Source: an optimization exercise on an open RTL-to-GDS flow (aim: small area, a short achievable clock period and few clock cycles). Production flows keep margins and buffers that such runs may drop.
Only simulation tests tie the RTL to the original design; equivalence was not proved.
Power and IR drop assume default switching activity.

==> flow/design.v <==
module corewar_core (
    input  wire        clk,
    input  wire        rst,
    input  wire        cmd_valid,
    output wire        cmd_ready,
    input  wire [1:0]  cmd_kind,      
    input  wire [4:0]  cmd_addr,
    input  wire [2:0]  cmd_op,
    input  wire [1:0]  cmd_amode,
    input  wire [31:0] cmd_a,
    input  wire [1:0]  cmd_bmode,
    input  wire [31:0] cmd_b,
    input  wire [15:0] cmd_budget,
    output reg         rsp_valid,
    output reg  [2:0]  rsp_code,
    output reg  [1:0]  rsp_index,
    input  wire [4:0]  obs_addr,
    output wire [2:0]  obs_op,
    output wire [1:0]  obs_amode,
    output wire [31:0] obs_a,
    output wire [1:0]  obs_bmode,
    output wire [31:0] obs_b,
    output wire [2:0]  w_count,
    output wire [3:0]  w_alive,
    output wire [19:0] w_pc,
    output wire        started,
    output wire        faulted
);
    localparam OP_MOV = 3'd0, OP_ADD = 3'd1, OP_JMP = 3'd2,
               OP_CMP = 3'd3, OP_SLT = 3'd4, OP_DAT = 3'd5;
    localparam M_IMM = 2'd0, M_DIR = 2'd1, M_IND = 2'd2;
    localparam K_WRITE = 2'd0, K_ADDW = 2'd1, K_RUN = 2'd2;
    localparam R_OK = 3'd0, R_WINNER = 3'd1, R_NOWINNER = 3'd2,
               R_FATAL = 3'd3, R_FAULTED = 3'd4, R_AFTERRUN = 3'd5,
               R_FULL = 3'd6;
    localparam S_IDLE  = 3'd0, S_SEL   = 3'd1, S_FETCH = 3'd2, S_APTR = 3'd3,
               S_AREAD = 3'd4, S_BPTR  = 3'd5, S_BREAD = 3'd6, S_EXEC = 3'd7;
    reg [2:0]  c_op    [0:31];
    reg [1:0]  c_amode [0:31];
    reg [31:0] c_a     [0:31];
    reg [1:0]  c_bmode [0:31];
    reg [31:0] c_b     [0:31];
    reg [4:0]  pc    [0:3];
    reg [3:0]  alive;
    reg [2:0]  count;
    reg        started_r;
    reg        faulted_r;
    reg [2:0]  state;
    reg [2:0]  k;
    reg [15:0] ticks;
    reg [4:0]  base;
    reg [2:0]  ir_op;
    reg [1:0]  ir_amode;
    reg [31:0] ir_a;
    reg [1:0]  ir_bmode;
    reg [31:0] ir_b;
    reg [4:0]  addr_a;
    reg [4:0]  addr_b;
    reg [2:0]  ca_op;
    reg [1:0]  ca_amode;
    reg [31:0] ca_a;
    reg [1:0]  ca_bmode;
    reg [31:0] ca_b;
    reg [31:0] vb_cell;
    reg  [4:0] rd_addr;
    always @(*) begin
        case (state)
            S_FETCH: rd_addr = base;
            S_APTR:  rd_addr = base + ir_a[4:0];
            S_AREAD: rd_addr = addr_a;
            S_BPTR:  rd_addr = base + ir_b[4:0];
            S_BREAD: rd_addr = addr_b;
            default: rd_addr = base;
        endcase
    end
    wire [2:0]  rd_op    = c_op[rd_addr];
    wire [1:0]  rd_amode = c_amode[rd_addr];
    wire [31:0] rd_a     = c_a[rd_addr];
    wire [1:0]  rd_bmode = c_bmode[rd_addr];
    wire [31:0] rd_b     = c_b[rd_addr];
    wire [31:0] val_a = (ir_amode == M_IMM) ? ir_a : ca_b;
    wire [31:0] val_b = (ir_bmode == M_IMM) ? ir_b : vb_cell;
    wire [31:0] sum   = val_a + val_b;
    wire        eq    = (val_a == val_b);
    wire        lt    = ($signed(val_a) < $signed(val_b));
    wire [3:0]  alive_after_dat = alive & ~(4'b0001 << k[1:0]);
    wire [2:0]  alive_left = {2'b00, alive_after_dat[0]} + {2'b00, alive_after_dat[1]}
                           + {2'b00, alive_after_dat[2]} + {2'b00, alive_after_dat[3]};
    reg  [1:0]  survivor;
    always @(*) begin
        survivor = 2'd0;
        if (alive_after_dat[3]) survivor = 2'd3;
        if (alive_after_dat[2]) survivor = 2'd2;
        if (alive_after_dat[1]) survivor = 2'd1;
        if (alive_after_dat[0]) survivor = 2'd0;
    end
    integer i;
    always @(posedge clk) begin
        rsp_valid <= 1'b0;
        if (rst) begin
            for (i = 0; i < 32; i = i + 1) begin
                c_op[i]    <= OP_DAT;
                c_amode[i] <= M_IMM;
                c_a[i]     <= 32'd0;
                c_bmode[i] <= M_IMM;
                c_b[i]     <= 32'd0;
            end
            for (i = 0; i < 4; i = i + 1)
                pc[i] <= 5'd0;
            alive     <= 4'd0;
            count     <= 3'd0;
            started_r <= 1'b0;
            faulted_r <= 1'b0;
            state     <= S_IDLE;
            k         <= 3'd0;
            ticks     <= 16'd0;
            base      <= 5'd0;
            rsp_code  <= 3'd0;
            rsp_index <= 2'd0;
        end else begin
            case (state)
                S_IDLE: begin
                    if (cmd_valid) begin
                        rsp_valid <= 1'b1;
                        rsp_index <= 2'd0;
                        case (cmd_kind)
                            K_WRITE: begin
                                if (faulted_r)
                                    rsp_code <= R_FAULTED;
                                else if (started_r)
                                    rsp_code <= R_AFTERRUN;
                                else begin
                                    rsp_code           <= R_OK;
                                    c_op[cmd_addr]     <= cmd_op;
                                    c_amode[cmd_addr]  <= cmd_amode;
                                    c_a[cmd_addr]      <= cmd_a;
                                    c_bmode[cmd_addr]  <= cmd_bmode;
                                    c_b[cmd_addr]      <= cmd_b;
                                end
                            end
                            K_ADDW: begin
                                if (faulted_r)
                                    rsp_code <= R_FAULTED;
                                else if (started_r)
                                    rsp_code <= R_AFTERRUN;
                                else if (count == 3'd4)
                                    rsp_code <= R_FULL;
                                else begin
                                    rsp_code         <= R_OK;
                                    rsp_index        <= count[1:0];
                                    pc[count[1:0]]   <= cmd_addr;
                                    alive[count[1:0]] <= 1'b1;
                                    count            <= count + 3'd1;
                                end
                            end
                            default: begin  
                                if (faulted_r)
                                    rsp_code <= R_FAULTED;
                                else begin
                                    started_r <= 1'b1;
                                    if (cmd_budget == 16'd0)
                                        rsp_code <= R_NOWINNER;
                                    else begin
                                        rsp_valid <= 1'b0;
                                        ticks     <= cmd_budget;
                                        k         <= 3'd0;
                                        state     <= S_SEL;
                                    end
                                end
                            end
                        endcase
                    end
                end
                S_SEL: begin
                    if (k == count) begin
                        if (ticks == 16'd1) begin
                            rsp_valid <= 1'b1;
                            rsp_code  <= R_NOWINNER;
                            rsp_index <= 2'd0;
                            state     <= S_IDLE;
                        end else begin
                            ticks <= ticks - 16'd1;
                            k     <= 3'd0;
                        end
                    end else if (alive[k[1:0]]) begin
                        base  <= pc[k[1:0]];
                        state <= S_FETCH;
                    end else begin
                        k <= k + 3'd1;
                    end
                end
                S_FETCH: begin
                    ir_op    <= rd_op;
                    ir_amode <= rd_amode;
                    ir_a     <= rd_a;
                    ir_bmode <= rd_bmode;
                    ir_b     <= rd_b;
                    if (rd_amode == M_IND)
                        state  <= S_APTR;
                    else begin
                        addr_a <= base + rd_a[4:0];
                        state  <= S_AREAD;
                    end
                end
                S_APTR: begin
                    if (ir_amode == M_IND)
                        addr_a <= base + rd_b[4:0];
                    else
                        addr_a <= base + ir_a[4:0];
                    state <= S_AREAD;
                end
                S_AREAD: begin
                    ca_op    <= rd_op;
                    ca_amode <= rd_amode;
                    ca_a     <= rd_a;
                    ca_bmode <= rd_bmode;
                    ca_b     <= rd_b;
                    if (ir_bmode == M_IND)
                        state  <= S_BPTR;
                    else begin
                        addr_b <= base + ir_b[4:0];
                        state  <= S_BREAD;
                    end
                end
                S_BPTR: begin
                    if (ir_bmode == M_IND)
                        addr_b <= base + rd_b[4:0];
                    else
                        addr_b <= base + ir_b[4:0];
                    state <= S_BREAD;
                end
                S_BREAD: begin
                    vb_cell <= rd_b;
                    state   <= S_EXEC;
                end
                default: begin  
                    k     <= k + 3'd1;
                    state <= S_SEL;
                    case (ir_op)
                        OP_MOV: begin
                            if (ir_bmode != M_IMM) begin
                                if (ir_amode == M_IMM)
                                    c_b[addr_b] <= ir_a;
                                else begin
                                    c_op[addr_b]    <= ca_op;
                                    c_amode[addr_b] <= ca_amode;
                                    c_a[addr_b]     <= ca_a;
                                    c_bmode[addr_b] <= ca_bmode;
                                    c_b[addr_b]     <= ca_b;
                                end
                            end
                            pc[k[1:0]] <= base + 5'd1;
                        end
                        OP_ADD: begin
                            if (ir_bmode != M_IMM)
                                c_b[addr_b] <= sum;
                            pc[k[1:0]] <= base + 5'd1;
                        end
                        OP_JMP: begin
                            pc[k[1:0]] <= addr_a;
                        end
                        OP_CMP: begin
                            pc[k[1:0]] <= base + (eq ? 5'd2 : 5'd1);
                        end
                        OP_SLT: begin
                            pc[k[1:0]] <= base + (lt ? 5'd2 : 5'd1);
                        end
                        default: begin  
                            alive <= alive_after_dat;
                            if (alive_left == 3'd1) begin
                                rsp_valid <= 1'b1;
                                rsp_code  <= R_WINNER;
                                rsp_index <= survivor;
                                state     <= S_IDLE;
                            end else if (alive_left == 3'd0) begin
                                faulted_r <= 1'b1;
                                rsp_valid <= 1'b1;
                                rsp_code  <= R_FATAL;
                                rsp_index <= k[1:0];
                                state     <= S_IDLE;
                            end
                        end
                    endcase
                end
            endcase
        end
    end
    assign cmd_ready = (state == S_IDLE);
    assign obs_op    = c_op[obs_addr];
    assign obs_amode = c_amode[obs_addr];
    assign obs_a     = c_a[obs_addr];
    assign obs_bmode = c_bmode[obs_addr];
    assign obs_b     = c_b[obs_addr];
    assign w_count = count;
    assign w_alive = alive;
    assign w_pc    = {pc[3], pc[2], pc[1], pc[0]};
    assign started = started_r;
    assign faulted = faulted_r;
endmodule
Settings: LEC_CHECK=0, CAP_MARGIN=20, CORE_MARGIN=2, CORE_UTILIZATION=30, SLEW_MARGIN=20; clock period 7.0 ns.
run.sh (not shown) runs the stock make flow with config.mk's settings and CLKGATE_MAP_FILE= SYNTH_SCRIPT=/design/flow/synth_recipe.tcl, a recipe that flattens the netlist after the stock synthesis.
Testbench counts at the start, summed over its fixed seeds: cycles 99,117.
Change:
--- a/flow/design.v
+++ b/flow/design.v
@@ -194,14 +194,9 @@
                     ir_amode <= rd_amode;
                     ir_a     <= rd_a;
                     ir_bmode <= rd_bmode;
                     ir_b     <= rd_b;
-                    if (rd_amode == M_IND)
-                        state  <= S_APTR;
-                    else begin
-                        addr_a <= base + rd_a[4:0];
-                        state  <= S_AREAD;
-                    end
+                    state    <= S_APTR;
                 end
                 S_APTR: begin
                     if (ir_amode == M_IND)
                         addr_a <= base + rd_b[4:0];
@@ -214,14 +209,9 @@
                     ca_amode <= rd_amode;
                     ca_a     <= rd_a;
                     ca_bmode <= rd_bmode;
                     ca_b     <= rd_b;
-                    if (ir_bmode == M_IND)
-                        state  <= S_BPTR;
-                    else begin
-                        addr_b <= base + ir_b[4:0];
-                        state  <= S_BREAD;
-                    end
+                    state    <= S_BPTR;
                 end
                 S_BPTR: begin
                     if (ir_bmode == M_IND)
                         addr_b <= base + rd_b[4:0];
After rerunning:
- area after synthesis hardly moves
- cell area fell by 0.44%
- total power came out lower by 1.2%
- first-iteration DRC count is lower by 4.8%
- hold slack loses 0.013 ns
- final cell count went down by 0.84%
- clock-buffer cell count rose by 20
- sequential power barely changes
- core utilization drops by 0.13 points
- wire length drops by 3.2%
- global-route usage drops by 0.70 points
- maximum frequency climbs by 0.36%
- register-to-register slack is worse by 0.13 ns
- clock power hardly moves
Testbench counts after the change, summed over its fixed seeds: cycles 123,807.

==> static timing again, ports no longer ideal <==
Ports are ideal in the flow. The routed layouts listed here were re-timed in OpenROAD.
Step 1 assumes that a clkbuf_16 drives the clock port and a buf_2 every other input.
Step 2 also shifts input and output timing later by t, the mid clock arrival at the registers, as if the neighbouring blocks saw the same clock.
Three values: ideal ports, drivers, drivers and shift; two values: the first two.
run | shift t [ns] | setup WS [ns] | hold slack, ns | worst setup path at the end
the first run | 1.037 | 1.094 / 1.042 / 1.042 | 0.468 / 0.468 / 0.468 | input to output
the second run | 0.993 | 1.115 / 1.084 / 1.084 | 0.455 / 0.455 / 0.455 | input to output
After both steps setup and hold are still met in every run listed. The setup slack of the first run, which loses most, moves by -0.052 ns with the drivers and by -0.052 ns with both steps.
